From an optimization exercise on the open Yosys and OpenROAD flow, aimed at small area, a short achievable clock period and few clock cycles per item; shortcuts taken in it are not production practice.
Function was checked by simulation only, so behaviour that the tests miss may differ from the original.
Power is estimated from default activity; no workload was simulated.

===== constraint.sdc =====
create_clock -name core_clock -period 6.0 [get_ports {clk}]
set_input_delay 1.2000 -clock core_clock [delete_from_list [all_inputs] [get_ports {clk}]]
set_output_delay 1.2000 -clock core_clock [all_outputs]
set_load 0.01 [all_outputs]

===== config.mk =====
export PLATFORM = sky130hd
export DESIGN_NAME = cidr_core
export DESIGN_NICKNAME = cidr_core
export VERILOG_FILES = /design/flow/design.v
export SDC_FILE = /design/flow/constraint.sdc
export NUM_CORES = 4
export LEC_CHECK = 0
export CAP_MARGIN = 20
export CORE_MARGIN = 2
export CORE_UTILIZATION = 40
export CTS_BUF_LIST = sky130_fd_sc_hd__clkbuf_16
export CTS_CLUSTER_DIAMETER = 80
export CTS_CLUSTER_SIZE = 24
export SETUP_SLACK_MARGIN = 3.0
export SLEW_MARGIN = 20
export TNS_END_PERCENT = 0

===== design.v =====
module cidr_core (
    input  wire         clk,
    input  wire         rst,
    input  wire         cmd_valid,
    output wire         cmd_ready,
    input  wire [31:0]  cmd_word,
    input  wire [127:0] cmd_addr,
    output wire         rsp_valid,
    input  wire         rsp_ready,
    output wire [2:0]   rsp_status,
    output wire         rsp_info,
    output wire         rsp_flag,
    output wire [128:0] rsp_data
);
    genvar gi;
    reg         slot_valid [0:3];
    reg         slot_fam   [0:3];    
    reg [127:0] slot_base  [0:3];    
    reg [7:0]   slot_plen  [0:3];
    reg         slot_any   [0:3];    
    reg [6:0]   slot_last  [0:3];    
    reg  a_v;                        
    reg  rsp_v;                      
    wire adv   = ~rsp_v | rsp_ready;         
    wire a_en  = ~a_v | adv;                 
    wire a_go  = a_v & adv;                  
    assign cmd_ready = ~rst & a_en;
    assign rsp_valid = ~rst & rsp_v;
    wire [3:0]  op     = cmd_word[31:28];
    wire [1:0]  fam    = cmd_word[27:26];
    wire [1:0]  rs     = cmd_word[25:24];
    wire [1:0]  rd     = cmd_word[23:22];
    wire [15:0] plen_f = cmd_word[15:0];
    wire zero_ok  = (cmd_word[21:16] == 6'd0);
    wire plen_z   = (plen_f == 16'd0);
    wire rd_ok    = zero_ok & (fam == 2'd0) & (rd == 2'd0) & plen_z;
    wire d_mask   = (op == 4'h1) & zero_ok & (rs == 2'd0) & (rd == 2'd0);
    wire d_load   = (op == 4'h2) & zero_ok & (rs == 2'd0);
    wire d_repfx  = (op == 4'h3) & zero_ok & (fam == 2'd0);
    wire d_match  = (op == 4'h4) & zero_ok & (rd == 2'd0) & plen_z;
    wire d_rdb    = (op == 4'h5) & rd_ok;
    wire d_rdp    = (op == 4'h6) & rd_ok;
    wire d_rdm    = (op == 4'h7) & rd_ok;
    wire d_bsz    = (op == 4'h8) & rd_ok;
    wire d_free   = (op == 4'h9) & zero_ok & (fam == 2'd0) & (rs == 2'd0) & plen_z;
    wire d_sent  = (plen_f == 16'hFFFF);
    wire p_small = ~plen_f[15] & (plen_f[14:8] == 7'd0);
    wire d_le32  = p_small & (plen_f[7:6] == 2'd0) & (~plen_f[5] | (plen_f[4:0] == 5'd0));
    wire d_le128 = p_small & (~plen_f[7] | (plen_f[6:0] == 7'd0));
    wire [127:0] d_addr = {cmd_addr[127:96] & {32{~d_repfx}},
                           cmd_addr[95:0] & {96{fam[0] & ~d_repfx}}};
    wire [127:0] d_therm;
    generate
        for (gi = 0; gi < 128; gi = gi + 1) begin : g_dtherm
            assign d_therm[127 - gi] = plen_f[7] | (plen_f[6:0] > gi);
        end
    endgenerate
    wire [127:0] d_stray = cmd_addr & ~d_therm & {{32{1'b1}}, {96{fam[0]}}};
    wire [15:0]  d_lsp;
    generate
        for (gi = 0; gi < 16; gi = gi + 1) begin : g_lsp
            assign d_lsp[gi] = |d_stray[gi*8 +: 8];
        end
    endgenerate
    reg [127:0] a_addr;
    reg [15:0]  a_lsp;
    reg         a_mask, a_load, a_repfx, a_match, a_rdb, a_rdp, a_rdm, a_bsz, a_free;
    reg [1:0]   a_fam;
    reg [3:0]   a_rs;                
    reg [3:0]   a_bs;                
    reg [3:0]   a_rm;                
    reg [3:0]   a_rd;                
    reg [7:0]   a_p;
    reg         a_sent, a_le32, a_le128;
    always @(posedge clk) begin
        if (rst)
            a_v <= 1'b0;
        else if (a_en)
            a_v <= cmd_valid;
    end
    always @(posedge clk) begin
        if (a_en) begin
            a_addr  <= d_addr;
            a_lsp   <= d_lsp;
            a_mask  <= d_mask;
            a_load  <= d_load;
            a_repfx <= d_repfx;
            a_match <= d_match;
            a_rdb   <= d_rdb;
            a_rdp   <= d_rdp;
            a_rdm   <= d_rdm;
            a_bsz   <= d_bsz;
            a_free  <= d_free;
            a_fam   <= fam;
            a_rs    <= {rs == 2'd3, rs == 2'd2, rs == 2'd1, rs == 2'd0};
            a_bs    <= {rs == 2'd3, rs == 2'd2, rs == 2'd1, rs == 2'd0} & {4{~d_load}};
            a_rm    <= {rs == 2'd3, rs == 2'd2, rs == 2'd1, rs == 2'd0} & {4{~d_mask}};
            a_rd    <= {rd == 2'd3, rd == 2'd2, rd == 2'd1, rd == 2'd0};
            a_p     <= plen_f[7:0];
            a_sent  <= d_sent;
            a_le32  <= d_le32;
            a_le128 <= d_le128;
        end
    end
    wire a_legal = a_mask | a_load | a_repfx | a_match | a_rdb | a_rdp |
                   a_rdm | a_bsz | a_free;
    wire         src_valid = (a_rs[0] & slot_valid[0]) | (a_rs[1] & slot_valid[1]) |
                             (a_rs[2] & slot_valid[2]) | (a_rs[3] & slot_valid[3]);
    wire         src_fam   = (a_rs[0] & slot_fam[0]) | (a_rs[1] & slot_fam[1]) |
                             (a_rs[2] & slot_fam[2]) | (a_rs[3] & slot_fam[3]);
    wire         src_any   = (a_rs[0] & slot_any[0]) | (a_rs[1] & slot_any[1]) |
                             (a_rs[2] & slot_any[2]) | (a_rs[3] & slot_any[3]);
    wire [7:0]   src_plen  = ({8{a_rs[0]}} & slot_plen[0]) | ({8{a_rs[1]}} & slot_plen[1]) |
                             ({8{a_rs[2]}} & slot_plen[2]) | ({8{a_rs[3]}} & slot_plen[3]);
    wire [6:0]   src_last  = ({7{a_rs[0]}} & slot_last[0]) | ({7{a_rs[1]}} & slot_last[1]) |
                             ({7{a_rs[2]}} & slot_last[2]) | ({7{a_rs[3]}} & slot_last[3]);
    wire [127:0] src_base  = ({128{a_bs[0]}} & slot_base[0]) | ({128{a_bs[1]}} & slot_base[1]) |
                             ({128{a_bs[2]}} & slot_base[2]) | ({128{a_bs[3]}} & slot_base[3]);
    wire [127:0] x = a_addr ^ src_base;
    function ge7;
        input [6:0] a;
        input [6:0] b;
        integer k;
        reg gt, eq;
        begin
            gt = 1'b0;
            eq = 1'b1;
            for (k = 6; k >= 0; k = k - 1) begin
                gt = gt | (eq & a[k] & ~b[k]);
                eq = eq & ~(a[k] ^ b[k]);
            end
            ge7 = gt | eq;
        end
    endfunction
    wire op_fam   = a_repfx ? src_fam : a_fam[0];
    wire p_in_w   = op_fam ? a_le128 : a_le32;
    wire rng_ok   = a_sent | p_in_w;
    wire l_stray  = |a_lsp;
    wire r_stray  = src_any & ~a_p[7] & ge7(src_last, a_p[6:0]);
    wire con      = (a_load & ~a_fam[1]) | (a_repfx & src_valid);
    wire con_rng  = con & ~rng_ok;
    wire con_str  = con & rng_ok & (a_load ? l_stray : r_stray);
    wire wr_ok    = con & rng_ok & ~(a_load ? l_stray : r_stray);
    function [31:0] pdec;
        input [7:0] p;
        integer k;
        begin
            for (k = 0; k < 8; k = k + 1) begin
                pdec[k]     = p[7] | (p[6:4] > k);
                pdec[8 + k] = ~p[7] & (p[6:4] == k);
            end
            for (k = 0; k < 16; k = k + 1)
                pdec[16 + k] = p[3:0] > k;
        end
    endfunction
    wire [31:0] pd_sel = ({32{a_rm[0]}} & pdec(slot_plen[0])) |
                         ({32{a_rm[1]}} & pdec(slot_plen[1])) |
                         ({32{a_rm[2]}} & pdec(slot_plen[2])) |
                         ({32{a_rm[3]}} & pdec(slot_plen[3])) |
                         ({32{a_mask}}  & pdec(a_p));
    wire [127:0] m_therm;
    generate
        for (gi = 0; gi < 128; gi = gi + 1) begin : g_mtherm
            assign m_therm[127 - gi] = pd_sel[gi / 16] | (pd_sel[8 + gi / 16] & pd_sel[16 + gi % 16]);
        end
    endgenerate
    wire [127:0] mm = x & m_therm;
    wire         n_mok = a_match & src_valid & (a_fam == {1'b0, src_fam});
    wire [3:0]   n_mm;
    generate
        for (gi = 0; gi < 4; gi = gi + 1) begin : g_mm
            assign n_mm[gi] = ~n_mok | (|mm[gi*32 +: 32]);
        end
    endgenerate
    wire unsup    = (a_mask | a_load) & a_fam[1];
    wire empty    = (a_repfx | a_match | a_rdb | a_rdp | a_rdm | a_bsz) & ~src_valid;
    wire mask_err = a_mask & ~a_fam[1] & ~(a_fam[0] ? a_le128 : a_le32);
    wire [2:0] n_status = ~a_legal           ? 3'd5 :
                          unsup              ? 3'd2 :
                          empty              ? 3'd4 :
                          mask_err           ? 3'd3 :
                          (con_rng | con_str) ? 3'd1 : 3'd0;
    wire [127:0] lb_any0;
    generate
        for (gi = 0; gi < 128; gi = gi + 1) begin : g_lb0
            assign lb_any0[gi] = a_addr[127 - gi];
        end
    endgenerate
    wire [63:0]  lb_any1;  wire [63:0]  lb_pos1;
    wire [31:0]  lb_any2;  wire [63:0]  lb_pos2;
    wire [15:0]  lb_any3;  wire [47:0]  lb_pos3;
    wire [7:0]   lb_any4;  wire [31:0]  lb_pos4;
    wire [3:0]   lb_any5;  wire [19:0]  lb_pos5;
    wire [1:0]   lb_any6;  wire [11:0]  lb_pos6;
    wire         lb_any7;  wire [6:0]   lb_pos7;
    generate
        for (gi = 0; gi < 64; gi = gi + 1) begin : g_lb1
            assign lb_any1[gi] = lb_any0[2*gi] | lb_any0[2*gi+1];
            assign lb_pos1[gi] = lb_any0[2*gi+1];
        end
        for (gi = 0; gi < 32; gi = gi + 1) begin : g_lb2
            assign lb_any2[gi] = lb_any1[2*gi] | lb_any1[2*gi+1];
            assign lb_pos2[2*gi +: 2] = lb_any1[2*gi+1] ? {1'b1, lb_pos1[2*gi+1]} : {1'b0, lb_pos1[2*gi]};
        end
        for (gi = 0; gi < 16; gi = gi + 1) begin : g_lb3
            assign lb_any3[gi] = lb_any2[2*gi] | lb_any2[2*gi+1];
            assign lb_pos3[3*gi +: 3] = lb_any2[2*gi+1] ? {1'b1, lb_pos2[2*(2*gi+1) +: 2]} : {1'b0, lb_pos2[2*(2*gi) +: 2]};
        end
        for (gi = 0; gi < 8; gi = gi + 1) begin : g_lb4
            assign lb_any4[gi] = lb_any3[2*gi] | lb_any3[2*gi+1];
            assign lb_pos4[4*gi +: 4] = lb_any3[2*gi+1] ? {1'b1, lb_pos3[3*(2*gi+1) +: 3]} : {1'b0, lb_pos3[3*(2*gi) +: 3]};
        end
        for (gi = 0; gi < 4; gi = gi + 1) begin : g_lb5
            assign lb_any5[gi] = lb_any4[2*gi] | lb_any4[2*gi+1];
            assign lb_pos5[5*gi +: 5] = lb_any4[2*gi+1] ? {1'b1, lb_pos4[4*(2*gi+1) +: 4]} : {1'b0, lb_pos4[4*(2*gi) +: 4]};
        end
        for (gi = 0; gi < 2; gi = gi + 1) begin : g_lb6
            assign lb_any6[gi] = lb_any5[2*gi] | lb_any5[2*gi+1];
            assign lb_pos6[6*gi +: 6] = lb_any5[2*gi+1] ? {1'b1, lb_pos5[5*(2*gi+1) +: 5]} : {1'b0, lb_pos5[5*(2*gi) +: 5]};
        end
    endgenerate
    assign lb_any7 = lb_any6[0] | lb_any6[1];
    assign lb_pos7 = lb_any6[1] ? {1'b1, lb_pos6[11:6]} : {1'b0, lb_pos6[5:0]};
    wire       wr_en    = a_go & wr_ok;
    wire       free_en  = a_go & a_free;
    wire [7:0] new_plen = a_sent ? (op_fam ? 8'd128 : 8'd32) : a_p;
    wire       new_any  = a_repfx ? src_any  : lb_any7;
    wire [6:0] new_last = a_repfx ? src_last : lb_pos7;
    integer s;
    always @(posedge clk) begin
        if (rst) begin
            for (s = 0; s < 4; s = s + 1)
                slot_valid[s] <= 1'b0;
        end else begin
            for (s = 0; s < 4; s = s + 1) begin
                if (wr_en & a_rd[s])
                    slot_valid[s] <= 1'b1;
                else if (free_en & a_rd[s])
                    slot_valid[s] <= 1'b0;
            end
        end
    end
    always @(posedge clk) begin
        for (s = 0; s < 4; s = s + 1) begin
            if (wr_en & a_rd[s]) begin
                slot_fam[s]  <= op_fam;
                slot_base[s] <= x;
                slot_plen[s] <= new_plen;
                slot_any[s]  <= new_any;
                slot_last[s] <= new_last;
            end
        end
    end
    reg [2:0]   q_status;
    reg         q_info;
    reg [3:0]   q_mm;        
    reg [128:0] q_data;
    wire ok_rd  = src_valid;
    wire k_mask = (a_mask & ~a_fam[1] & (a_fam[0] ? a_le128 : a_le32)) | (a_rdm & ok_rd);
    wire k_base = a_rdb & ok_rd;
    wire k_plen = a_rdp & ok_rd;
    wire k_bsz  = a_bsz & ok_rd;
    wire [128:0] oh   = {1'b1, m_therm} & ~{m_therm, 1'b0};
    wire         k_b6 = k_bsz & src_fam;
    wire         k_b4 = k_bsz & ~src_fam;
    wire [128:0] n_data = ({129{k_mask}} & {1'b0, m_therm}) |
                          ({129{k_base}} & {1'b0, src_base}) |
                          ({129{k_plen}} & {121'd0, src_plen}) |
                          ({129{k_b6}}   & oh) |
                          ({129{k_b4}}   & {96'd0, oh[128:96]});
    always @(posedge clk) begin
        if (rst)
            rsp_v <= 1'b0;
        else if (adv)
            rsp_v <= a_v;
    end
    always @(posedge clk) begin
        if (a_go) begin
            q_status <= n_status;
            q_info   <= con_str;
            q_mm     <= n_mm;
            q_data   <= n_data;
        end
    end
    assign rsp_status = q_status;
    assign rsp_info   = q_info;
    assign rsp_flag   = ~|q_mm;
    assign rsp_data   = q_data;
endmodule

===== run.sh =====
#!/bin/bash
# synth_recipe.tcl (not shown) runs the flow's synth.tcl, then flattens the netlist and writes it again
# the make line also repeats each setting of config.mk as NAME=value (left out here)
make -C /OpenROAD-flow-scripts/flow DESIGN_CONFIG=/design/flow/config.mk WORK_HOME=/design/flow/orfs CLKGATE_MAP_FILE= SYNTH_SCRIPT=/design/flow/synth_recipe.tcl finish

==> reports/qor.yml, run 1 <==
status: "finished clean"
start_util: 0.404
hold_ws_ps: 516
power_frac_clock: 0.294
synth_warnings: 7
die_area_mm2: 0.106
synth_ff_type: "edfxtp_1"
synth_top_area_frac: 0.649
p_int_mw: 9.36
hpwlAfterDp_mm: 113
first_pass_iters: 7
leakagePower_nw: 16.5
critPathMaxFanout: 23
dp_cells: 4822
final_nets: 3804
tns_ps: 0
finalCritPeriodShare: 0.562
combPwrFrac: 0.133
rows: 117
syn-cell-area_mm2: 0.0413
relSlewSlack: 0.239
worst_setup_path_start_kind: "register"
finalSetupViolCount: 0
synth-seq-area-share: 0.652
cp_slowest_stage_delay_ps: 620
port-buffer-count: 299
routed_via_density: 6.49
syn_avg_cell_area_um2: 12.5
required_ps: 6390
drc_errors: 0
rsz0062_at_grt: "yes"
p_sw_frac: 0.264
hold_viol: 0
num_vias: 32600
critPathCaptureType: "register"
peakVddDrop_uv: 236
gp_congestion: 1.01
antenna_found_initial: 4
cap_viol_max_count: 0
seq_power_share: 0.574
async_reset_ff_frac: 0
worstSkewPairLatency_ps: 670
critPathBufInv: 2
arrival_ps: 3760
clkSinkCount: 899
grt_use_total: 0.300
die_w_um: 325
cts_tree: "done"
wire_per_inst_um: 32.6
htree_levels: 2
grt_pass1_wl_mm: 229
p_sw_mw: 3.36
fmax_ghz: 0.297
gr-total-overflow: 0
crit_type: "register to register"
clock_path_buffers: 3
syn_to_final_growth_pct: 19.3
core_area_mm2: 0.102
synth_fp_nets: 3471
grt_pass1_vias: 30500
power.density_mw_per_mm2: 258
cp_cell_sequence: "buf_12, buf_4, or3b_2, nor3_1, or4_1, nand2_1, o21ai_0"
tightest_slew_ps: 1130
period_needed_ps: 3370
maxSlewViolCount: 0
synth_cell_types: 85
hold_path_class: "register to register"
synth.ff_latch_count: 899
drive_above_1_share: 0.113
cts_made_buffers: 48
synth_cells: 3306
cts-root-buf: "clkbuf_16"
skew_ps: 26.2
io_pins: 300
cts.clk_slew.worst_paths_ps: 90
yosys-top-cells-area: "edfxtp_1 (65%), o21ai_0 (3.5%), a22oi_1 (3.4%)"
yosysTopAreaCell: "edfxtp_1"
stdcell_count: 5029
synth_edf_count: 893
wl_mm: 164
antenna_left: 0
slowest_stage: "o21ai_0"
drt_iter0_markers: 5732
cp_top_family: "simple AND/OR/NAND/NOR gates"
grt_max_degree: 118
fp.dieH_um: 325
fillCellCount: 9251
rrSetupSlack_ps: 2630
==> stage by stage <==
stage	total power [mW]	worst slack [ps]	util	cell area, µm²
after floorplan	8.15	687	-	41400
after global placement	8.88	1450	0.448	45800
after detailed placement	8.89	1430	0.448	45800
after CTS	12.6	2710	0.477	48700
after global routing	13.0	2640	0.482	49300
final	12.7	2630	0.482	49300
==> sequential cells by signal, summed over array words and instances, names as in the netlist, 2 cells and up <==
name and count:
slot_base 512, q_data 129, a_addr 128, slot_plen 32
slot_last 28, a_lsp 16, a_p 8, a_rd 4
a_rs 4, q_mm 4, slot_any 4, slot_fam 4
slot_valid 4, q_status 3, a_fam 2
==> logic make-up (layout without fill, tap and decap cells) <==
kind of cell / after synthesis / after routing / share of synthesized area
xor gates and xnor gates: 131 / 131 / 0.0278
muxes: 1 / 1 / 0.000242
AOI/OAI and AO/OA: 1080 / 1083 / 0.183
and+or+nand+nor: 879 / 888 / 0.105
other: 0 / 2 / 0
DFF: 899 / 899 / 0.652
adders and majority gates: 6 / 6 / 0.00151
buffers and inverters: 310 / 651 / 0.0309
==> worst register-to-register path, delay by kind of cell (launching register included) <==
family	cells	cell delay (ps)
compound gates	1	630
buf+inv	2	480
flops	1	390
simple gates	4	1600
==> per-layer routing <==
metal | vias up | track usage | share of wire
li1 | 13600 | - | -
met1 | 16100 | 0.418 | 0.40
met2 | 2473 | 0.435 | 0.42
met3 | 398 | 0.0940 | 0.13
met4 | 2 | 0.116 | 0.046
met5 | - | 0 | 0.000073
==> layout by cell type (no fill, tap or decap), types with 18 or more instances in the layout <==
| master | instances |
|---|---|
| nand4_1 | 32 |
| edfxtp_1 | 893 |
| clkdlybuf4s50_1 | 288 |
| a221oi_1 | 68 |
| nor4_1 | 35 |
| a22oi_1 | 182 |
| and2_1 | 123 |
| o21ai_0 | 274 |
| nor2_1 | 204 |
| xor2_1 | 43 |
| a21oi_1 | 99 |
| and3_1 | 18 |
| buf_4 | 147 |
| a22o_1 | 95 |
| nor2b_1 | 23 |
| o21ai_1 | 24 |
| inv_1 | 87 |
| xnor2_1 | 86 |
| nand2_1 | 250 |
| nand3_1 | 41 |
| a31oi_1 | 24 |
| nor3_1 | 33 |
| a221oi_2 | 25 |
| clkbuf_16 | 50 |
| o22ai_1 | 35 |
| buf_6 | 23 |
| o31ai_1 | 19 |
| a222oi_1 | 20 |
==> area by class of cell <==
| class | count | area (µm²) | area share |
|---|---|---|---|
| tap | 1368 | 1710 | 0.0347 |
| timing repair buffer | 496 | 4900 | 0.0994 |
| multi-input combinational | 2109 | 13900 | 0.282 |
| clock inverter | 20 | 243 | 0.00493 |
| clock buffer | 50 | 1250 | 0.0254 |
| antenna | 2 | 5.00 | 0.000102 |
| sequential | 899 | 26900 | 0.547 |
| inverter | 85 | 319 | 0.00647 |
==> worst paths after layout <==
check           startpoint       endpoint  depth (start not counted)
max                a_rs[2]     q_data[12]                          7
min          slot_valid[3]  slot_valid[3]                          2
max reg2reg        a_rs[2]     q_data[12]                          7
min reg2reg  slot_valid[3]  slot_valid[3]                          2
==> cell usage after synthesis, drive strengths merged, types with 16 or more instances <==
master and n:
and3 27, edfxtp 893, nor2b 25, and2 126, or2 16, xor2 43, o22ai 35, o21ai 305
nand4 32, o221ai 16, nand2b 17, a22o 95, nor3 41, xnor2 88, a31oi 24, nor2 208
inv 84, a222oi 20, buf 80, nor4 41, a22oi 185, o31ai 23, nand2 258, a21oi 101
nand3 43, a221oi 98, clkbuf 145
==> what timing repair did <==
item                                    4_1_cts  5_1_grt
hold buffers                                  0        0
buffers inserted                             82       37
gates resized for setup                     124       59
endpoints found under the setup margin     1068      789
endpoints found under the hold margin         0        0
cloned                                       16        0
pin swaps                                    24       22
==> power groups by stage <==
stage,sequential (mW),combinational [mW],clock [mW]
after detailed placement,7.44,1.45,0
after CTS,7.28,1.59,3.77
after global routing,7.30,1.76,3.96
after floorplan,7.33,0.811,0
final,7.29,1.69,3.74
after global placement,7.44,1.44,0
Testbench counts, summed over its fixed seeds: cycles 4,816, items 4,800.
==> run 2: changes to the inputs <==
--- a/config.mk
+++ b/config.mk
@@ -8,5 +8,5 @@
 export CAP_MARGIN = 20
 export CORE_MARGIN = 2
-export CORE_UTILIZATION = 40
+export CORE_UTILIZATION = 48
 export CTS_BUF_LIST = sky130_fd_sc_hd__clkbuf_16
 export CTS_CLUSTER_DIAMETER = 80
==> reports/qor.yml, run 2 <==
status: "finished clean"
hpwlAfterDp_mm: 114  # +0.71%
finalCritPeriodShare: 0.580  # +0.0188
die_area_mm2: 0.0885  # -16%
syn_to_final_growth_pct: 20.9
cts.clk_slew.worst_paths_ps: 90  # about the same
io_pins: 300  # unchanged
leakagePower_nw: 16.8  # +1.9%
arrival_ps: 3870  # +110 ps
synth_edf_count: 893  # unchanged
synth_fp_nets: 3471  # unchanged
synth_warnings: 7  # unchanged
crit_end: "q_mm[1]"
slowest_stage: "edfxtp_1"
drt_iter0_markers: 5480  # -4.4%
yosysMostFrequentCell: "edfxtp_1"
synth_ff_type: "edfxtp_1"
final_common_cell: "edfxtp_1"
gr-total-overflow: 0  # unchanged
crit_type: "register to register"
port-buffer-count: 299  # unchanged
worstSkewPairLatency_ps: 670  # about the same
cap_viol_max_count: 0  # unchanged
synth_cell_types: 85  # unchanged
synth.ff_latch_count: 899  # unchanged
fp.dieH_um: 297  # -8.6%
critPathCaptureType: "register"
relSlewSlack: 0.313  # +0.0743
hold_ws_ps: 511  # -5.41 ps
start_util: 0.485  # +0.0801
period_needed_ps: 3480  # +113 ps
reg_top3: "slot_base x512, q_data x129, a_addr x128"
drive_above_1_share: 0.122  # +0.00911
skew_ps: 39.9  # +13.7 ps
critPathBufInv: 4  # +2
regMostFlops: "slot_base"
cp_cell_sequence: "buf_6, and3_1, and3_1, nor4_4, buf_4, buf_6, buf_4, o21ai_0, a222oi_1, nand3_1, or4_1"
wl_mm: 170  # +3.8%
grt_pass1_wl_mm: 231  # +0.77%
worst_slack_ps: 2520  # -113 ps
worst_setup_path_start_kind: "register"
synth_cells: 3306  # unchanged
hold_buffers: 0  # unchanged
fmax_ghz: 0.287  # -3.2%
antenna_left: 0  # unchanged
largest_reg_flops: 512  # unchanged
path_depth: 11  # +4
rsz0062_at_grt: "yes"
drc_errors: 0  # unchanged
htree_levels: 2  # unchanged
r2r_end: "q_mm[1]"
wire_per_inst_um: 35.2  # +8.0%
insertedDiodeCount: 0  # -2
antenna_found_initial: 3  # -1
r2r_cells: 11  # +4
r2r-start: "a_mask"
layout_common_cells: "edfxtp_1 (893), clkdlybuf4s50_1 (289), o21ai_0 (265)"
clkSinkCount: 899  # unchanged
final_nets: 3833  # +0.76%
yosysTopAreaCell: "edfxtp_1"
maxSlewViolCount: 0  # unchanged
power.density_mw_per_mm2: 253  # -2.0%
dpl_cell_area_mm2: 0.0456  # -0.48%
rows: 107  # -8.5%
synth_common_cells: "edfxtp_1 (893), o21ai_0 (293), nand2_1 (257)"
cts_tree: "done"
async_reset_ff_frac: 0  # unchanged
hold_viol: 0  # unchanged
cp_top_family: "simple AND/OR/NAND/NOR gates"
fin_util: 0.586  # +0.103
syn-cell-area_mm2: 0.0413  # unchanged
gp_congestion: 1.02  # +0.91%
first_pass_iters: 8  # +1
synth_top_area_frac: 0.649  # unchanged
grt_max_degree: 125  # +5.9%
peakVddDrop_uv: 199  # -16%
finalSetupViolCount: 0  # unchanged
fillCellCount: 6930  # -25%
cts_made_buffers: 48  # unchanged
yosys-top-cells-area: "edfxtp_1 (65%), o21ai_0 (3.5%), a22oi_1 (3.4%)"
critPathMaxFanout: 21  # -8.7%
synth-seq-area-share: 0.652  # unchanged
tns_ps: 0  # unchanged
min_from: "slot_valid[0]"
dp_worst_setup_slack_ps: 1360  # -67.2 ps
core_area_mm2: 0.0853  # -17%
required_ps: 6390  # about the same
syn_avg_cell_area_um2: 12.5  # unchanged
rrSetupSlack_ps: 2520  # -110 ps
die_w_um: 297  # -8.6%
crit_start: "a_mask"
routed_via_density: 6.88  # +6.1%
fin_area_mm2: 0.0499  # +1.3%
tightest_slew_ps: 1030  # -105 ps
grt_pass1_vias: 31000  # +1.5%
cp_slowest_stage_delay_ps: 560  # -60 ps
num_vias: 33300  # +1.9%
hold_path_class: "register to register"
grt_use_total: 0.364  # +0.0641
cts-root-buf: "clkbuf_16"
clock_path_buffers: 3  # unchanged
## run 2: cell types whose count changed in the layout (fill, tap and decap cells not counted), moves of 6 or more
cell / delta
o21ai_2: +6
buf_12: +11
clkbuf_16: +16
buf_16: +18
o21ai_0: -9
buf_4: -14
and3_4: -6
## run 2: worst min-delay path by stage
stage                    end  slack (ps)  cells after the start
4_1_cts        slot_valid[0]         500                      2
2_1_floorplan  slot_valid[0]         450                      2
3_5_place_dp   slot_valid[0]         480                      2
6_report       slot_valid[0]         510                      2
5_1_grt        slot_valid[0]         520                      2
3_3_place_gp   slot_valid[0]         480                      2
## run 2: worst register-to-register path: stages, from the launching register on
cell and delay, ps:
edfxtp_1 560, buf_6 260, and3_1 250, and3_1 270, nor4_4 270, buf_4 190
buf_6 120, buf_4 150, o21ai_0 180, a222oi_1 350, nand3_1 200, or4_1 430
## run 2: kinds of logic after synthesis
| group | after synthesis | synth area share |
|---|---|---|
| and+or+nand+nor | 879 | 0.105 |
| AOI/OAI and AO/OA | 1080 | 0.183 |
| muxes | 1 | 0.000242 |
| DFF | 899 | 0.652 |
| adders and majority gates | 6 | 0.00151 |
| buffers and inverters | 310 | 0.0309 |
| xor gates and xnor gates | 131 | 0.0278 |
## run 2: power by group
group	switching [mW]	internal (mW)
clock	2.07	1.57
combinational	1.08	0.613
sequential	0.188	7.11
total	3.34	9.29
## run 2: repair_timing
item	in CTS	in global routing
resized for setup	121	112
pin swaps	21	42
endpoints found under the setup margin	946	851
setup buffers	84	37
cloned	17	23
## run 2: per-stage QoR
| stage | total power, mW | instances |
|---|---|---|
| after global placement | 8.88 | 4601 |
| after floorplan | 8.15 | 3306 |
| after detailed placement | 8.91 | 4601 |
| after global routing | 12.9 | 4833 |
| after CTS | 12.5 | 4773 |
| final | 12.6 | 4833 |
## run 2: area by class of cell
type | instances | area, µm² | share of cell area
flip-flops and latches | 899 | 26900 | 0.539
multi-input cells | 2099 | 13800 | 0.276
repair buffers | 535 | 6030 | 0.121
well taps | 1144 | 1430 | 0.0287
clock buffers | 49 | 1230 | 0.0245
inverters | 85 | 319 | 0.00639
clock inverters | 22 | 221 | 0.00443
## run 2: layer usage
layer,global-route usage,part of all wire
met1,0.505,0.38
met3,0.113,0.14
met2,0.526,0.42
met5,0,0.00018
met4,0.162,0.059
==> run 3: changes to the inputs <==
==> flow/run.sh (new file) <==
#!/bin/bash
# The standard layout (standard.sh, unchanged steps and settings), except
# that each input and output port is buffered with a plain buf_2 rather
# than the delay cell buffer_ports picks by default. make's full output
# goes to flow.log here; each ORFS step also keeps its own log under
# orfs/logs/.
set -euo pipefail
export BUFFER_PORTS_ARGS="-buffer_cell sky130_fd_sc_hd__buf_2"
bash standard.sh > flow.log 2>&1
==> standard.sh (new file) <==
#!/bin/bash
# synth_recipe.tcl (not shown) runs the flow's synth.tcl, then flattens the netlist and writes it again
# the make line also repeats each setting of config.mk as NAME=value (left out here)
make -C /OpenROAD-flow-scripts/flow DESIGN_CONFIG=/design/flow/config.mk WORK_HOME=/design/flow/orfs CLKGATE_MAP_FILE= SYNTH_SCRIPT=/design/flow/synth_recipe.tcl "${@:-finish}"
--- a/config.mk
+++ b/config.mk
@@ -8,5 +8,5 @@
 export CAP_MARGIN = 20
 export CORE_MARGIN = 2
-export CORE_UTILIZATION = 48
+export CORE_UTILIZATION = 40
 export CTS_BUF_LIST = sky130_fd_sc_hd__clkbuf_16
 export CTS_CLUSTER_DIAMETER = 80
removed: run.sh
==> reports/qor.yml, run 3 <==
routed_via_density: 6.54  # -4.9%
syn-cell-area_mm2: 0.0413  # unchanged
die_area_mm2: 0.106  # +20%
htree_levels: 2  # unchanged
tns_ps: 0  # unchanged
final_common_cell: "edfxtp_1"
synth_top_area_frac: 0.649  # unchanged
fmax_ghz: 0.297  # +3.3%
synth_ff_type: "edfxtp_1"
hold_viol: 0  # unchanged
wl_mm: 169  # -0.56%
antenna_found_initial: 10  # +7
rsz0062_at_grt: "yes"
finalSetupViolCount: 0  # unchanged
rrSetupSlack_ps: 2630  # +110 ps
cts.clk_slew.worst_paths_ps: 90  # about the same
grt_pass1_wl_mm: 232  # +0.41%
largest_reg_flops: 512  # unchanged
yosys-top-cells-area: "edfxtp_1 (65%), o21ai_0 (3.5%), a22oi_1 (3.4%)"
clock_path_buffers: 3  # unchanged
synth-seq-area-share: 0.652  # unchanged
cts-root-buf: "clkbuf_16"
synth.ff_latch_count: 899  # unchanged
hpwlAfterDp_mm: 114  # +0.18%
first_pass_iters: 9  # +1
critPathCaptureType: "register"
peakVddDrop_uv: 194  # -2.7%
drc_errors: 0  # unchanged
cap_viol_max_count: 0  # unchanged
status: "finished clean"
cts_made_buffers: 46  # -4.2%
synth_edf_count: 893  # unchanged
drt_iter0_markers: 6006  # +9.6%
grt_pass1_vias: 30400  # -2.0%
syn_avg_cell_area_um2: 12.5  # unchanged
num_vias: 33100  # -0.45%
reg_top3: "slot_base x512, q_data x129, a_addr x128"
final_nets: 3837  # +0.10%
p_total_mw: 12.5  # -0.96%
period_needed_ps: 3370  # -112 ps
relSlewSlack: 0.112  # -0.201
start_util: 0.404  # -0.0801
syn_to_final_growth_pct: 17.4
gp_congestion: 1.01  # -0.36%
core_area_mm2: 0.102  # +20%
antenna_left: 0  # unchanged
clkSinkCount: 899  # unchanged
critPathMaxFanout: 32  # +52%
synth_fp_nets: 3471  # unchanged
tightest_slew_ps: 1290  # +268 ps
grt_use_total: 0.304  # -0.0596
io_pins: 300  # unchanged
gr-total-overflow: 0  # unchanged
drive_above_1_share: 0.205  # +0.0828
synth_cell_types: 85  # unchanged
required_ps: 6390  # about the same
rows: 117  # +9.3%
skew_ps: 38.2  # -1.75 ps
crit_type: "register to register"
leakagePower_nw: 16.8  # -0.40%
yosysMostFrequentCell: "edfxtp_1"
grt_max_degree: 124  # -0.80%
regMostFlops: "slot_base"
synth_warnings: 7  # unchanged
port-buffer-count: 299  # unchanged
power.density_mw_per_mm2: 258  # +2.0%
wire_per_inst_um: 33.5  # -5.0%
finalCritPeriodShare: 0.562  # -0.0187
fp.dieH_um: 325  # +9.4%
yosysTopAreaCell: "edfxtp_1"
layout_common_cells: "edfxtp_1 (893), buf_2 (301), o21ai_0 (264)"
cts_tree: "done"
hold_path_class: "register to register"
synth_common_cells: "edfxtp_1 (893), o21ai_0 (293), nand2_1 (257)"
maxSlewViolCount: 0  # unchanged
worstSkewPairLatency_ps: 680  # about the same
async_reset_ff_frac: 0  # unchanged
worst_setup_path_start_kind: "register"
synth_cells: 3306  # unchanged
arrival_ps: 3760  # -110 ps
die_w_um: 325  # +9.4%
## run 3: cell types whose count changed in the layout (fill, tap and decap cells not counted), sizes merged, moves of 2 or more
| cell | before | now |
|---|---|---|
| diode | 0 | 4 |
| clkdlybuf4s50 | 289 | 0 |
| inv | 99 | 95 |
| and3 | 27 | 39 |
| dlygate4sd2 | 5 | 0 |
| dlymetal6s2s | 2 | 0 |
| buf | 219 | 518 |
| clkbuf | 67 | 50 |
| bufbuf | 1 | 5 |
## run 3: worst paths after layout
path / start / endpoint / cells after the start
worst max-delay path: a_rs[2] / q_mm[0] / 11
worst min-delay path: slot_valid[3] / slot_valid[3] / 2
worst max register to register: a_rs[2] / q_mm[0] / 11
worst min register to register: slot_valid[3] / slot_valid[3] / 2
## run 3: timing repair
action,CTS,global route
pin swaps,33,41
cloned,26,8
setup endpoints to repair,837,769
hold buffers,0,0
gates resized for setup,124,91
setup buffers,97,52
## run 3: power breakdown
part	switching, mW	internal, mW
clock	2.05	1.46
combinational	1.13	0.565
sequential	0.200	7.11
total	3.38	9.13
## run 3: area by class of cell
class | instances | area, µm²
timing repair buffer | 527 | 4140
tap | 1368 | 1710
antenna | 4 | 10.0
fill | 9214 | 53700
sequential | 899 | 26900
inverter | 85 | 319
clock buffer | 47 | 1180
clock inverter | 16 | 154
multi-input combinational | 2113 | 14100
## run 3: through the flow
| stage | instances | setup slack [ps] | util | hold WS [ps] | cell area (µm²) |
|---|---|---|---|---|---|
| floorplan | 3306 | 687 | - | 454 | 41400 |
| detailed placement | 4809 | 1800 | 0.433 | 480 | 44300 |
| global placement | 4809 | 1750 | 0.433 | 470 | 44300 |
| global route | 5056 | 2600 | 0.475 | 528 | 48500 |
| CTS | 4995 | 2730 | 0.465 | 502 | 47500 |
| finish | 5059 | 2630 | 0.475 | 508 | 48500 |
## run 3: logic make-up (layout without fill, tap and decap cells)
family,count (synthesis),after routing,share of synthesized area
flops,899,899,0.652
xor+xnor,131,131,0.0278
compound gates,1080,1082,0.183
simple gates,879,893,0.105
fa+ha+maj,6,6,0.00151
buf+inv,310,675,0.0309
mux,1,1,0.000242
other cells,0,4,0
## run 3: critical path, stage by stage (launching register included)
cell	delay [ps]
edfxtp_1	520
buf_8	220
bufbuf_16	330
nand4b_1	160
nor2_1	70
nor3_2	290
buf_4	250
buf_4	170
o21ai_0	230
a22oi_1	250
nand4_1	160
or4_1	430
## run 3: layer usage
metal / GRT usage / vias up / wire [µm]
li1: - / 13700 / -
met1: 0.434 / 16400 / 67700
met2: 0.437 / 2545 / 70900
met3: 0.0918 / 385 / 22900
met4: 0.110 / 14 / 7780
met5: 0 / - / 107
==> run 4: changes to the inputs <==
--- a/config.mk
+++ b/config.mk
@@ -6,4 +6,5 @@
 export NUM_CORES = 4
 export LEC_CHECK = 0
+export ABC_AREA = 1
 export CAP_MARGIN = 20
 export CORE_MARGIN = 2
==> reports/qor.yml, run 4 <==
syn_to_final_growth_pct: 11.9
p_total_mw: 12.5  # -0.11%
met2WireLength_mm: 68.9  # -2.8%
reg_top3: "slot_base x512, q_data x129, a_addr x128"
synth_common_cells: "nand2_1 (1,393), edfxtp_1 (893), nor2_1 (400)"
met3WireLength_mm: 19.2  # -16%
period_needed_ps: 3140  # -227 ps
peakVddDrop_uv: 193  # -0.20%
synth_top_area_frac: 0.617  # -0.0315
clock_path_buffers: 3  # unchanged
synth_cell_types: 58  # -32%
die_w_um: 334  # +2.5%
r2r_cells: 7  # -4
rrSetupSlack_ps: 2860  # +230 ps
grt_max_degree: 174  # +40%
yosys-top-cells-area: "edfxtp_1 (62%), nand2_1 (12%), nor2_1 (3.5%)"
antenna_found_initial: 5  # -5
core_area_mm2: 0.107  # +5.1%
fmax_ghz: 0.318  # +7.2%
tns_ps: 0  # unchanged
status: "finished clean"
gp_congestion: 0.985  # -2.8%
relSlewSlack: 0.312  # +0.200
r2r_end: "q_data[0]"
fin_util: 0.453  # -0.0221
fp.dieH_um: 334  # +2.5%
grt_pass1_vias: 31400  # +3.5%
grt_pass1_wl_mm: 225  # -2.9%
finalSetupViolCount: 0  # unchanged
regMostFlops: "slot_base"
io_pins: 300  # unchanged
r2r-start: "a_rs[1]"
synth_cells: 4376  # +32%
cts-root-buf: "clkbuf_16"
antenna_left: 0  # unchanged
final_nets: 4809  # +25%
tightest_slew_ps: 1030  # -263 ps
drt_iter0_markers: 5394  # -10%
leakagePower_nw: 19.3  # +15%
routed_via_density: 5.67  # -13%
m1WireLength_mm: 68.7  # +1.5%
worstSkewPairLatency_ps: 680  # about the same
die_area_mm2: 0.111  # +5.0%
hold_buffers: 0  # unchanged
maxSlewViolCount: 0  # unchanged
finalCritPeriodShare: 0.524  # -0.0379
fillCellCount: 10200  # +11%
layout_common_cells: "nand2_1 (1,388), edfxtp_1 (893), nor2_1 (399)"
drc_errors: 0  # unchanged
yosysTopAreaCell: "edfxtp_1"
first_pass_iters: 6  # -3
drive_above_1_share: 0.120  # -0.0850
holdPathEnd: "slot_valid[0]"
wire_per_inst_um: 26.8  # -20%
port-buffer-count: 299  # unchanged
hold_path_class: "register to register"
top_layer: "met5"
cts_tree: "done"
final_common_cell: "nand2_1"
rsz0062_at_grt: "yes"
async_reset_ff_frac: 0  # unchanged
crit_type: "register to register"
syn_avg_cell_area_um2: 9.92  # -21%
critPathMaxFanout: 38  # +19%
grt_use_total: 0.281  # -0.0236
synth_fp_nets: 4541  # +31%
dp_cells: 5949  # +24%
synth.ff_latch_count: 899  # unchanged
clkSinkCount: 899  # unchanged
min_from: "slot_valid[0]"
synth_ff_type: "edfxtp_1"
required_ps: 6400  # about the same
num_vias: 34400  # +4.0%
syn-cell-area_mm2: 0.0434  # +5.1%
arrival_ps: 3540  # -220 ps
yosysMostFrequentCell: "nand2_1"
wl_mm: 162  # -4.1%
worst_setup_path_start_kind: "register"
power.density_mw_per_mm2: 257  # -0.29%
gr-total-overflow: 0  # unchanged
hold_viol: 0  # unchanged
critPathCaptureType: "register"
hpwlAfterDp_mm: 114  # -0.46%
start_util: 0.405  # about the same
skew_ps: 36.7  # -1.47 ps
cts_made_buffers: 48  # +4.3%
synth-seq-area-share: 0.620  # -0.0316
synth_edf_count: 893  # unchanged
htree_levels: 2  # unchanged
min_path_cells: 2  # unchanged
cts.clk_slew.worst_paths_ps: 100  # about the same
synth_warnings: 7  # unchanged
stdcell_count: 6071  # +20%
largest_reg_flops: 512  # unchanged
rows: 120  # +2.6%
cap_viol_max_count: 0  # unchanged
==> run 4: repair_timing <==
item	CTS	global route
pin swaps	0	2
buffers inserted	17	16
cloned	7	8
gates resized for setup	25	24
endpoints found under the setup margin	712	692
==> run 4: kinds of logic after synthesis <==
family,count (synthesis),synth area share
simple gates,2154,0.204
fa+ha+maj,1,0.000288
xor+xnor,122,0.0246
flops,899,0.620
compound gates,622,0.0942
buf+inv,578,0.0571
==> run 4: worst max path at each step <==
stage | startpoint | to | slack, ps | cells after the start
after CTS | a_rs[1] | q_data[74] | 2830 | 11
after global routing | a_rs[1] | slot_base[2][8] | 2780 | 12
final | a_rs[1] | q_data[0] | 2860 | 7
after global placement | a_rs[3] | slot_base[2][78] | 2330 | 13
after detailed placement | a_rs[3] | slot_base[2][90] | 2250 | 13
after floorplan | a_rs[2] | slot_any[0] | 1430 | 15
==> run 4: final cells by class <==
cell class,instances,area (µm²),area share
diodes,1,2.50,0.0000515
multi-input cells,2900,14100,0.291
clock inverters,23,229,0.00471
repair buffers,381,2690,0.0553
flip-flops and latches,899,26900,0.554
repair inverters,1,7.51,0.000155
inverters,413,1580,0.0326
well taps,1403,1760,0.0361
clock buffers,50,1250,0.0258
==> run 4: critical path, stage by stage (launching register included) <==
cell and delay (ps):
edfxtp_1 410, clkbuf_8 340, nand2_1 100, nand4_1 220, inv_1 180, nor2_1 750
o21ai_0 450, o2111ai_1 400
==> run 4: report_power, final <==
part | total, mW | switching (mW) | internal [mW]
sequential | 7.24 | 0.129 | 7.11
combinational | 1.56 | 1.16 | 0.406
clock | 3.70 | 2.11 | 1.60
total | 12.5 | 3.39 | 9.11
==> run 4: stage by stage <==
step	hold WS [ps]	worst slack [ps]	cell area, µm²
after floorplan	444	1430	43500
after global placement	470	2330	46200
after detailed placement	467	2250	46200
after CTS	482	2830	48200
after global routing	494	2780	48600
final	486	2860	48600
==> run 4: metal layers <==
metal	GRT usage	vias to the layer above
li1	-	15400
met1	0.408	16600
met2	0.416	2148
met3	0.0663	261
met4	0.0840	2
met5	0	-
==> run 5: changes to the inputs <==
--- a/config.mk
+++ b/config.mk
@@ -13,5 +13,5 @@
 export CTS_CLUSTER_DIAMETER = 80
 export CTS_CLUSTER_SIZE = 24
-export SETUP_SLACK_MARGIN = 3.0
+export SETUP_SLACK_MARGIN = 3.5
 export SLEW_MARGIN = 20
 export TNS_END_PERCENT = 0
==> reports/qor.yml, run 5 <==
skew_ps: 35.2  # -1.46 ps
syn-cell-area_mm2: 0.0434  # unchanged
gr-total-overflow: 0  # unchanged
clkSinkCount: 899  # unchanged
hold_path_class: "register to register"
required_ps: 6410  # about the same
final_common_cell: "nand2_1"
p_total_mw: 12.6  # +0.53%
synth-seq-area-share: 0.620  # unchanged
status: "finished clean"
finalCritPeriodShare: 0.489  # -0.0345
syn_to_final_growth_pct: 13.7
crit_type: "input pin to register"
port-buffer-count: 299  # unchanged
synth.ff_latch_count: 899  # unchanged
drt_iter0_markers: 5970  # +11%
leakagePower_nw: 19.6  # +1.7%
antenna_left: 0  # unchanged
syn_avg_cell_area_um2: 9.92  # unchanged
cts-root-buf: "clkbuf_16"
yosysTopAreaCell: "edfxtp_1"
p_sw_mw: 3.42  # +0.72%
first_pass_iters: 8  # +2
synth_common_cells: "nand2_1 (1,393), edfxtp_1 (893), nor2_1 (400)"
htree_levels: 2  # unchanged
synth_edf_count: 893  # unchanged
regMostFlops: "slot_base"
slowest_stage: "inv_1"
synth_cell_types: 58  # unchanged
start_util: 0.405  # unchanged
hold_buffers: 0  # unchanged
maxSlewViolCount: 0  # unchanged
p_sw_frac: 0.272  # +0.000508
largest_reg_flops: 512  # unchanged
finalSetupViolCount: 0  # unchanged
num_vias: 34900  # +1.4%
power.density_mw_per_mm2: 255  # -1.1%
routed_via_density: 5.72  # +0.82%
worst_setup_path_start_kind: "input pin"
grt_pass1_vias: 31800  # +1.1%
relSlewSlack: 0.300  # -0.0117
grt_max_degree: 174  # unchanged
yosys-top-cells-area: "edfxtp_1 (62%), nand2_1 (12%), nor2_1 (3.5%)"
critPathCaptureType: "register"
cp_slowest_stage_delay_ps: 420  # -330 ps
arrival_ps: 3350  # -190 ps
fp.dieH_um: 334  # unchanged
gp_congestion: 0.985  # unchanged
dp_worst_setup_slack_ps: 2250  # unchanged
cts.clk_slew.worst_paths_ps: 100  # about the same
grt_pass1_wl_mm: 230  # +2.1%
synth_ff_type: "edfxtp_1"
seq_power_share: 0.576  # -0.003
layout_common_cells: "nand2_1 (1,384), edfxtp_1 (893), nor2_1 (391)"
hold_ws_ps: 487  # +1.34 ps
period_needed_ps: 2940  # -207 ps
p_int_mw: 9.15  # +0.46%
tns_ps: 0  # unchanged
hpwlAfterDp_mm: 114  # unchanged
synth_cells: 4376  # unchanged
drc_errors: 0  # unchanged
synth_top_area_frac: 0.617  # unchanged
worstSkewPairLatency_ps: 680  # about the same
grt_use_total: 0.287  # +0.00674
cp_cell_sequence: "buf_2, nor2_1, buf_4, nand2_1, inv_1, o211ai_1, o21ai_0, nor4_1, nor2_1"
die_area_mm2: 0.111  # unchanged
rsz0062_at_grt: "yes"
final_nets: 4845  # +0.75%
yosysMostFrequentCell: "nand2_1"
antenna_found_initial: 6  # +1
worst_slack_ps: 3060  # +207 ps
power_frac_clock: 0.295  # about the same
fillCellCount: 10100  # -0.81%
synth_warnings: 7  # unchanged
io_pins: 300  # unchanged
wire_per_inst_um: 27.0  # +0.96%
clock_path_buffers: 3  # unchanged
rows: 120  # unchanged
die_w_um: 334  # unchanged
reg_top3: "slot_base x512, q_data x129, a_addr x128"
cts_made_buffers: 48  # unchanged
hold_viol: 0  # unchanged
seqCellArea_mm2: 0.0269  # unchanged
rrSetupSlack_ps: 3080  # +220 ps
wl_mm: 165  # +1.6%
multi_input_area_mm2: 0.0143  # +1.1%
cap_viol_max_count: 0  # unchanged
cpMostUsedCell: "nor2_1"
fin_util: 0.460  # +0.00731
tightest_slew_ps: 1050  # +17.5 ps
combPwrFrac: 0.129  # +0.004
fmax_ghz: 0.341  # +7.0%
cts_tree: "done"
async_reset_ff_frac: 0  # unchanged
drive_above_1_share: 0.131  # +0.0108
core_area_mm2: 0.107  # unchanged
synth_fp_nets: 4541  # unchanged
peakVddDrop_uv: 193  # about the same
critPathMaxFanout: 11  # -71%
==> run 5: cell counts after synthesis <==
No cell type changed its count.
==> run 5: critical path, delay by kind of cell <==
kind	cells	cell delay [ps]
AOI/OAI and AO/OA	2	380
and+or+nand+nor	4	880
buffers and inverters	3	880
==> run 5: power groups by stage <==
| stage | sequential (mW) | combinational, mW | clock [mW] |
|---|---|---|---|
| floorplan | 7.32 | 0.893 | 0 |
| global placement | 7.38 | 1.48 | 0 |
| finish | 7.24 | 1.62 | 3.71 |
| CTS | 7.23 | 1.54 | 3.75 |
| detailed placement | 7.38 | 1.48 | 0 |
| global route | 7.25 | 1.73 | 3.94 |
==> run 5: path summary, 6_finish.rpt <==
| path | endpoint | startpoint | depth (start not counted) |
|---|---|---|---|
| setup reg to reg | q_data[0] | a_p[1] | 11 |
| hold / removal | slot_valid[0] | slot_valid[0] | 2 |
| setup / recovery | a_lsp[6] | cmd_word[2] | 9 |
| hold reg to reg | slot_valid[0] | slot_valid[0] | 2 |
==> run 5: metal layers <==
metal	track usage	routed length [µm]	up-vias	part of all wire
li1	-	-	15500	-
met1	0.420	68800	16800	0.42
met2	0.426	70000	2264	0.42
met3	0.0617	19900	291	0.12
met4	0.0899	6250	2	0.038
met5	0	13	-	0.000079
==> run 5: cell families after synthesis <==
kind of cell	after synthesis	synth area share
xor+xnor	122	0.0246
buf+inv	578	0.0571
fa+ha+maj	1	0.000288
compound gates	622	0.0942
flops	899	0.620
simple gates	2154	0.204
==> run 5: cell type report <==
class                   instances  area share
clock buffers                  50      0.0253
flip-flops and latches        899       0.546
multi-input cells            2901       0.289
inverters                     413      0.0323
clock inverters                23     0.00464
well taps                    1403      0.0356
diodes                          2    0.000101
repair buffers                416      0.0670
repair inverters                1    0.000152
==> run 5: stage by stage <==
stage	instance area (µm²)	instances
after floorplan	43500	4376
after global placement	46200	5949
after detailed placement	46200	5949
after CTS	49000	6087
after global routing	49400	6106
final	49400	6108
==> run 5: timing repair <==
action	in CTS	in global routing
gates resized for setup	64	33
setup endpoints to repair	1283	977
pin swaps	4	15
gates cloned	19	4
setup buffers	46	15
==> run 6: changes to the inputs <==
--- a/design.v
+++ b/design.v
@@ -70,4 +70,5 @@
     reg [3:0]   a_bs;                
     reg [3:0]   a_rm;                
+    reg         a_mask_ok;           
     reg [3:0]   a_rd;                
     reg [7:0]   a_p;
@@ -96,4 +97,5 @@
             a_bs    <= {rs == 2'd3, rs == 2'd2, rs == 2'd1, rs == 2'd0} & {4{~d_load}};
             a_rm    <= {rs == 2'd3, rs == 2'd2, rs == 2'd1, rs == 2'd0} & {4{~d_mask}};
+            a_mask_ok <= d_mask & ~fam[1] & (fam[0] ? d_le128 : d_le32);
             a_rd    <= {rd == 2'd3, rd == 2'd2, rd == 2'd1, rd == 2'd0};
             a_p     <= plen_f[7:0];
@@ -105,16 +107,19 @@
     wire a_legal = a_mask | a_load | a_repfx | a_match | a_rdb | a_rdp |
                    a_rdm | a_bsz | a_free;
+    wire [3:0]   bs_v = a_bs & {slot_valid[3], slot_valid[2], slot_valid[1], slot_valid[0]};
+    wire [3:0]   rs_v = a_rs & {slot_valid[3], slot_valid[2], slot_valid[1], slot_valid[0]};
+    wire [3:0]   rm_v = a_rm & {slot_valid[3], slot_valid[2], slot_valid[1], slot_valid[0]};
     wire         src_valid = (a_rs[0] & slot_valid[0]) | (a_rs[1] & slot_valid[1]) |
                              (a_rs[2] & slot_valid[2]) | (a_rs[3] & slot_valid[3]);
-    wire         src_fam   = (a_rs[0] & slot_fam[0]) | (a_rs[1] & slot_fam[1]) |
-                             (a_rs[2] & slot_fam[2]) | (a_rs[3] & slot_fam[3]);
+    wire         src_fam   = (rs_v[0] & slot_fam[0]) | (rs_v[1] & slot_fam[1]) |
+                             (rs_v[2] & slot_fam[2]) | (rs_v[3] & slot_fam[3]);
     wire         src_any   = (a_rs[0] & slot_any[0]) | (a_rs[1] & slot_any[1]) |
                              (a_rs[2] & slot_any[2]) | (a_rs[3] & slot_any[3]);
-    wire [7:0]   src_plen  = ({8{a_rs[0]}} & slot_plen[0]) | ({8{a_rs[1]}} & slot_plen[1]) |
-                             ({8{a_rs[2]}} & slot_plen[2]) | ({8{a_rs[3]}} & slot_plen[3]);
+    wire [7:0]   src_plen  = ({8{rs_v[0]}} & slot_plen[0]) | ({8{rs_v[1]}} & slot_plen[1]) |
+                             ({8{rs_v[2]}} & slot_plen[2]) | ({8{rs_v[3]}} & slot_plen[3]);
     wire [6:0]   src_last  = ({7{a_rs[0]}} & slot_last[0]) | ({7{a_rs[1]}} & slot_last[1]) |
                              ({7{a_rs[2]}} & slot_last[2]) | ({7{a_rs[3]}} & slot_last[3]);
-    wire [127:0] src_base  = ({128{a_bs[0]}} & slot_base[0]) | ({128{a_bs[1]}} & slot_base[1]) |
-                             ({128{a_bs[2]}} & slot_base[2]) | ({128{a_bs[3]}} & slot_base[3]);
+    wire [127:0] src_base  = ({128{bs_v[0]}} & slot_base[0]) | ({128{bs_v[1]}} & slot_base[1]) |
+                             ({128{bs_v[2]}} & slot_base[2]) | ({128{bs_v[3]}} & slot_base[3]);
     wire [127:0] x = a_addr ^ src_base;
     function ge7;
@@ -154,8 +159,19 @@
         end
     endfunction
-    wire [31:0] pd_sel = ({32{a_rm[0]}} & pdec(slot_plen[0])) |
-                         ({32{a_rm[1]}} & pdec(slot_plen[1])) |
-                         ({32{a_rm[2]}} & pdec(slot_plen[2])) |
-                         ({32{a_rm[3]}} & pdec(slot_plen[3])) |
+    function [7:0] blen;
+        input       bsz;
+        input       f;
+        input [7:0] p;
+        begin
+            if (bsz & ~f)
+                blen = {p[5], ~p[5], ~p[5], p[4:0]};    
+            else
+                blen = p;
+        end
+    endfunction
+    wire [31:0] pd_sel = ({32{rm_v[0]}} & pdec(blen(a_bsz, slot_fam[0], slot_plen[0]))) |
+                         ({32{rm_v[1]}} & pdec(blen(a_bsz, slot_fam[1], slot_plen[1]))) |
+                         ({32{rm_v[2]}} & pdec(blen(a_bsz, slot_fam[2], slot_plen[2]))) |
+                         ({32{rm_v[3]}} & pdec(blen(a_bsz, slot_fam[3], slot_plen[3]))) |
                          ({32{a_mask}}  & pdec(a_p));
     wire [127:0] m_therm;
@@ -256,17 +272,9 @@
     reg [3:0]   q_mm;        
     reg [128:0] q_data;
-    wire ok_rd  = src_valid;
-    wire k_mask = (a_mask & ~a_fam[1] & (a_fam[0] ? a_le128 : a_le32)) | (a_rdm & ok_rd);
-    wire k_base = a_rdb & ok_rd;
-    wire k_plen = a_rdp & ok_rd;
-    wire k_bsz  = a_bsz & ok_rd;
-    wire [128:0] oh   = {1'b1, m_therm} & ~{m_therm, 1'b0};
-    wire         k_b6 = k_bsz & src_fam;
-    wire         k_b4 = k_bsz & ~src_fam;
-    wire [128:0] n_data = ({129{k_mask}} & {1'b0, m_therm}) |
-                          ({129{k_base}} & {1'b0, src_base}) |
-                          ({129{k_plen}} & {121'd0, src_plen}) |
-                          ({129{k_b6}}   & oh) |
-                          ({129{k_b4}}   & {96'd0, oh[128:96]});
+    wire [128:0] oh = {src_valid, m_therm} & ~{m_therm, 1'b0};
+    wire [128:0] n_data = ({129{a_mask_ok | a_rdm}} & {1'b0, m_therm}) |
+                          ({129{a_rdb}} & {1'b0, src_base}) |
+                          ({129{a_rdp}} & {121'd0, src_plen}) |
+                          ({129{a_bsz}} & oh);
     always @(posedge clk) begin
         if (rst)
--- a/config.mk
+++ b/config.mk
@@ -13,5 +13,5 @@
 export CTS_CLUSTER_DIAMETER = 80
 export CTS_CLUSTER_SIZE = 24
-export SETUP_SLACK_MARGIN = 3.5
+export SETUP_SLACK_MARGIN = 3.0
 export SLEW_MARGIN = 20
 export TNS_END_PERCENT = 0
==> reports/qor.yml, run 6 <==
synth_top_area_frac: 0.632  # +0.0148
skew_ps: 35.4  # +0.120 ps
leakagePower_nw: 18.7  # -4.5%
fmax_ghz: 0.324  # -5.0%
cts_made_buffers: 49  # +2.1%
synth_warnings: 7  # unchanged
status: "finished clean"
port-buffer-count: 299  # unchanged
grt_pass1_vias: 30900  # -2.9%
cts-root-buf: "clkbuf_16"
p_sw_mw: 2.83  # -17%
stdcell_count: 5858  # -4.1%
clock_path_buffers: 3  # unchanged
final_common_cell: "nand2_1"
dp_cells: 5728  # -3.7%
period_needed_ps: 3090  # +155 ps
hold_viol: 0  # unchanged
rows: 119  # -0.83%
critPathCaptureType: "register"
regMostFlops: "slot_base"
layout_common_cells: "nand2_1 (1,075), edfxtp_1 (894), inv_1 (422)"
synth_common_cells: "nand2_1 (1,089), edfxtp_1 (894), inv_1 (430)"
wire_per_inst_um: 26.6  # -1.6%
yosysMostFrequentCell: "nand2_1"
cts_tree: "done"
num_vias: 33200  # -4.9%
synth.ff_latch_count: 900  # +0.11%
yosys-top-cells-area: "edfxtp_1 (63%), nand2_1 (9.6%), inv_1 (3.8%)"
yosysTopAreaCell: "edfxtp_1"
synth_edf_count: 894  # +0.11%
finalCritPeriodShare: 0.515  # +0.0259
synth_ff_type: "edfxtp_1"
tns_ps: 0  # unchanged
reg_top3: "slot_base x512, q_data x129, a_addr x128"
tightest_slew_ps: 1230  # +185 ps
gr-total-overflow: 0  # unchanged
syn_to_final_growth_pct: 13.3
synth_fp_nets: 4317  # -4.9%
grt_pass1_wl_mm: 219  # -4.7%
hpwlAfterDp_mm: 111  # -1.8%
fin_util: 0.457  # -0.00306
die_area_mm2: 0.109  # -2.2%
hold_path_class: "register to register"
peakVddDrop_uv: 171  # -11%
rsz0062_at_grt: "yes"
worstSkewPairLatency_ps: 660  # -20 ps
power_frac_clock: 0.321  # +0.026
hold_buffers: 0  # unchanged
grt_use_total: 0.280  # -0.00701
io_pins: 300  # unchanged
relSlewSlack: 0.177  # -0.123
syn-cell-area_mm2: 0.0425  # -2.2%
worst_setup_path_start_kind: "register"
grt_max_degree: 179  # +2.9%
core_area_mm2: 0.105  # -1.9%
required_ps: 6410  # about the same
htree_levels: 2  # unchanged
cts.clk_slew.worst_paths_ps: 90  # about the same
routed_via_density: 5.67  # -0.80%
arrival_ps: 3500  # +150 ps
power.density_mw_per_mm2: 243  # -4.5%
synth-seq-area-share: 0.635  # +0.0149
critPathMaxFanout: 35  # +24
first_pass_iters: 9  # +1
combPwrFrac: 0.070  # -0.059
wl_mm: 156  # -5.6%
synth_cells: 4152  # -5.1%
syn_avg_cell_area_um2: 10.2  # +3.0%
drive_above_1_share: 0.122  # -0.00849
hold_ws_ps: 531  # +43.3 ps
worst_slack_ps: 2910  # -155 ps
fp.dieH_um: 330  # -1.1%
antenna_left: 0  # unchanged
synth_cell_types: 57  # -1.7%
p_sw_frac: 0.242  # -0.0297
cap_viol_max_count: 0  # unchanged
largest_reg_flops: 512  # unchanged
clkSinkCount: 900  # +0.11%
seq_power_share: 0.610  # +0.034
async_reset_ff_frac: 0  # unchanged
start_util: 0.403  # -0.00122
drt_iter0_markers: 4765  # -20%
finalSetupViolCount: 0  # unchanged
die_w_um: 330  # -1.1%
gp_congestion: 0.992  # +0.73%
crit_type: "register to register"
p_int_mw: 8.86  # -3.2%
dp_worst_setup_slack_ps: 1730  # -528 ps
maxSlewViolCount: 0  # unchanged
antenna_found_initial: 3  # -3
final_nets: 4612  # -4.8%
drc_errors: 0  # unchanged
run 6: worst paths after layout:
check / start / to / slack, ps / depth (start not counted)
setup / recovery: a_rs[1] / q_mm[0] / 2910 / 14
hold / removal: slot_valid[3] / slot_valid[3] / 530 / 2
setup reg to reg: a_rs[1] / q_mm[0] / 2910 / 14
hold reg to reg: slot_valid[3] / slot_valid[3] / 530 / 2
run 6: stage by stage:
stage / cell area, µm² / total power, mW
after floorplan: 42500 / 7.62
after global placement: 45500 / 8.04
after detailed placement: 45500 / 8.05
after CTS: 47800 / 11.7
after global routing: 48100 / 12.0
final: 48100 / 11.7
run 6: cells by family (layout without fill, tap and decap cells):
group                      Yosys count  count (layout)  synth area share
and+or+nand+nor                   1837            1837             0.177
DFF                                900             900             0.635
AOI/OAI and AO/OA                  698             698             0.107
buffers and inverters              588             901            0.0540
xor gates and xnor gates           128             128            0.0264
adders and majority gates            1               1          0.000295
other                                0               2                 0
run 6: area by class of cell:
class                      count  area (µm²)
fill                        9971       57200
sequential                   900       27000
multi-input combinational   2664       13500
timing repair buffer         394        2680
inverter                     438        1740
tap                         1391        1740
clock buffer                  49        1230
clock inverter                20         256
antenna                        2        5.00
run 6: metal layers:
metal | global-route usage | share of wire | vias up
met1 | 0.402 | 0.42 | 16100
met4 | 0.105 | 0.044 | 2
li1 | - | - | 14900
met2 | 0.416 | 0.43 | 1949
met5 | 0 | 0.00036 | -
met3 | 0.0619 | 0.11 | 264
run 6: repair_timing:
item / in CTS / in global routing
endpoints found under the setup margin: 1121 / 715
buffers inserted: 45 / 10
pin swaps: 8 / 2
resized for setup: 58 / 56
endpoints found under the hold margin: 0 / 0
gates cloned: 3 / 1
run 6: power by group through the flow:
stage	clock network (mW)	logic (mW)	registers [mW]
6_report	3.75	0.816	7.13
5_1_grt	4.00	0.873	7.14
2_1_floorplan	0	0.390	7.23
3_3_place_gp	0	0.772	7.27
4_1_cts	3.80	0.790	7.12
3_5_place_dp	0	0.773	7.27
run 6: critical path: stages (launching register included):
cell and delay (ps):
edfxtp_1 500, nand2_4 250, inv_8 150, nand2_1 160
nor2_1 90, nor3_1 290, nand2_2 370, nand2_1 170
nand2_1 130, nand2_1 260, nand2_1 100, nor2_1 130
nand2_1 80, nor2_1 80, nand2_1 60
Testbench counts of run 6, summed over its fixed seeds: cycles 4,816, items 4,800.
==> run 7: changes to the inputs <==
--- a/config.mk
+++ b/config.mk
@@ -13,5 +13,5 @@
 export CTS_CLUSTER_DIAMETER = 80
 export CTS_CLUSTER_SIZE = 24
-export SETUP_SLACK_MARGIN = 3.0
+export SETUP_SLACK_MARGIN = 4.0
 export SLEW_MARGIN = 20
 export TNS_END_PERCENT = 0
==> reports/qor.yml, run 7 <==
status: "finished clean"
cts_tree: "done"
hold_path_class: "register to register"
worst_setup_path_start_kind: "register"
routed_via_density: 5.74  # +1.3%
synth_fp_nets: 4317  # unchanged
synth-seq-area-share: 0.635  # unchanged
combPwrFrac: 0.071  # about the same
regMostFlops: "slot_base"
worstSkewPairLatency_ps: 660  # about the same
synth_ff_type: "edfxtp_1"
synth_cell_types: 57  # unchanged
maxSlewViolCount: 0  # unchanged
clkSinkCount: 900  # unchanged
syn_avg_cell_area_um2: 10.2  # unchanged
reg_top3: "slot_base x512, q_data x129, a_addr x128"
critPathCaptureType: "register"
antenna_left: 0  # unchanged
rsz0062_at_grt: "yes"
p_sw_mw: 2.84  # +0.42%
seq_power_share: 0.609  # about the same
power_frac_clock: 0.320  # about the same
antenna_found_initial: 5  # +2
hpwlAfterDp_mm: 111  # unchanged
dp_cells: 5728  # unchanged
cts-root-buf: "clkbuf_16"
grt_pass1_vias: 31000  # +0.57%
crit_start: "a_rs[1]"
synth_warnings: 7  # unchanged
grt_pass1_wl_mm: 221  # +0.87%
gr-total-overflow: 0  # unchanged
synth_cells: 4152  # unchanged
grt_max_degree: 179  # unchanged
layout_common_cells: "nand2_1 (1,065), edfxtp_1 (894), inv_1 (420)"
period_needed_ps: 2920  # -168 ps
syn-cell-area_mm2: 0.0425  # unchanged
drt_iter0_markers: 5499  # +15%
cap_viol_max_count: 0  # unchanged
critPathMaxFanout: 22  # -37%
skew_ps: 34.4  # -0.947 ps
largest_reg_flops: 512  # unchanged
p_sw_frac: 0.243  # +0.000600
start_util: 0.403  # unchanged
die_w_um: 330  # unchanged
tns_ps: 0  # unchanged
tightest_slew_ps: 1210  # -22.2 ps
wire_per_inst_um: 27.5  # +3.3%
wl_mm: 162  # +4.2%
hold_buffers: 0  # unchanged
htree_levels: 2  # unchanged
min_from: "slot_valid[3]"
power.density_mw_per_mm2: 238  # -2.1%
crit_type: "register to register"
die_area_mm2: 0.109  # unchanged
clock_path_buffers: 3  # unchanged
drive_above_1_share: 0.141  # +0.0189
p_int_mw: 8.87  # about the same
required_ps: 6380  # -30 ps
syn_to_final_growth_pct: 15.8
rows: 119  # unchanged
synth.ff_latch_count: 900  # unchanged
grt_use_total: 0.283  # +0.00266
synth_edf_count: 894  # unchanged
fp.dieH_um: 330  # unchanged
final_common_cell: "nand2_1"
yosys-top-cells-area: "edfxtp_1 (63%), nand2_1 (9.6%), inv_1 (3.8%)"
relSlewSlack: 0.192  # +0.0148
drc_errors: 0  # unchanged
fmax_ghz: 0.342  # +5.7%
port-buffer-count: 299  # unchanged
finalSetupViolCount: 0  # unchanged
-- run 7: per-layer routing --
| layer | share of wire | wire length (µm) | global-route usage |
|---|---|---|---|
| met1 | 0.41 | 65900 | 0.408 |
| met2 | 0.43 | 69200 | 0.422 |
| met3 | 0.12 | 19300 | 0.0564 |
| met4 | 0.049 | 8010 | 0.106 |
| met5 | 0 | 0 | 0 |
-- run 7: power groups by stage --
| stage | clock network (mW) | logic (mW) | registers (mW) |
|---|---|---|---|
| after floorplan | 0 | 0.390 | 7.23 |
| after global placement | 0 | 0.772 | 7.27 |
| after detailed placement | 0 | 0.773 | 7.27 |
| after CTS | 3.80 | 0.796 | 7.12 |
| after global routing | 4.00 | 0.888 | 7.14 |
| final | 3.75 | 0.835 | 7.13 |
-- run 7: final cells by class --
class                           instances  area, µm²
Timing Repair inverter                  1       8.76
Antenna cell                            3       7.51
Clock buffer                           49       1230
Inverter                              438       1740
Clock inverter                         20        256
Fill cell                            9853      56100
Timing Repair Buffer                  447       3530
Tap cell                             1391       1740
Multi-Input combinational cell       2665      13700
Sequential cell                       900      27000
-- run 7: what timing repair did --
item | in CTS | in global routing
setup buffers | 57 | 29
setup endpoints to repair | 1601 | 1617
pin swaps | 14 | 14
cloned | 6 | 22
resized for setup | 119 | 81
-- run 7: path summary, 6_finish.rpt --
| kind | to | slack, ps | cells past startpoint |
|---|---|---|---|
| setup / recovery | slot_base[2][23] | 3080 | 14 |
| hold reg to reg | slot_valid[3] | 530 | 2 |
| hold / removal | slot_valid[3] | 530 | 2 |
| setup reg to reg | slot_base[2][23] | 3080 | 14 |
-- run 7: kinds of logic after synthesis --
| family | count (synthesis) | share of synthesized area |
|---|---|---|
| AOI/OAI and AO/OA | 698 | 0.107 |
| buffers and inverters | 588 | 0.0540 |
| adders and majority gates | 1 | 0.000295 |
| xor gates and xnor gates | 128 | 0.0264 |
| and+or+nand+nor | 1837 | 0.177 |
| DFF | 900 | 0.635 |
-- run 7: per-stage QoR --
step	setup WS (ps)	cell area [µm²]	hold WS [ps]
after floorplan	1670	42500	444
after global placement	1780	45500	471
after detailed placement	1730	45500	476
after CTS	3090	48200	527
after global routing	3000	49200	553
final	3080	49200	527
-- run 7: critical path, cell delays in order, from the launching register on --
cell        delay, ps
edfxtp_1          460
a22o_1            290
a221oi_2          190
inv_2              80
ha_4              270
nand2_1            60
nor3_2            170
nand2_1            80
nand2_2            90
nand2_4            70
nand4_1           200
clkinvlp_4        140
buf_4             150
buf_12            170
buf_16            190

Setup slack of run 7, layout unchanged: 3.077 ns with ideal ports, 3.054 ns with driving cells assumed (clock clkbuf_16, inputs buf_2), 2.454 ns with port delays also shifted by the 0.710 ns mid clock arrival.
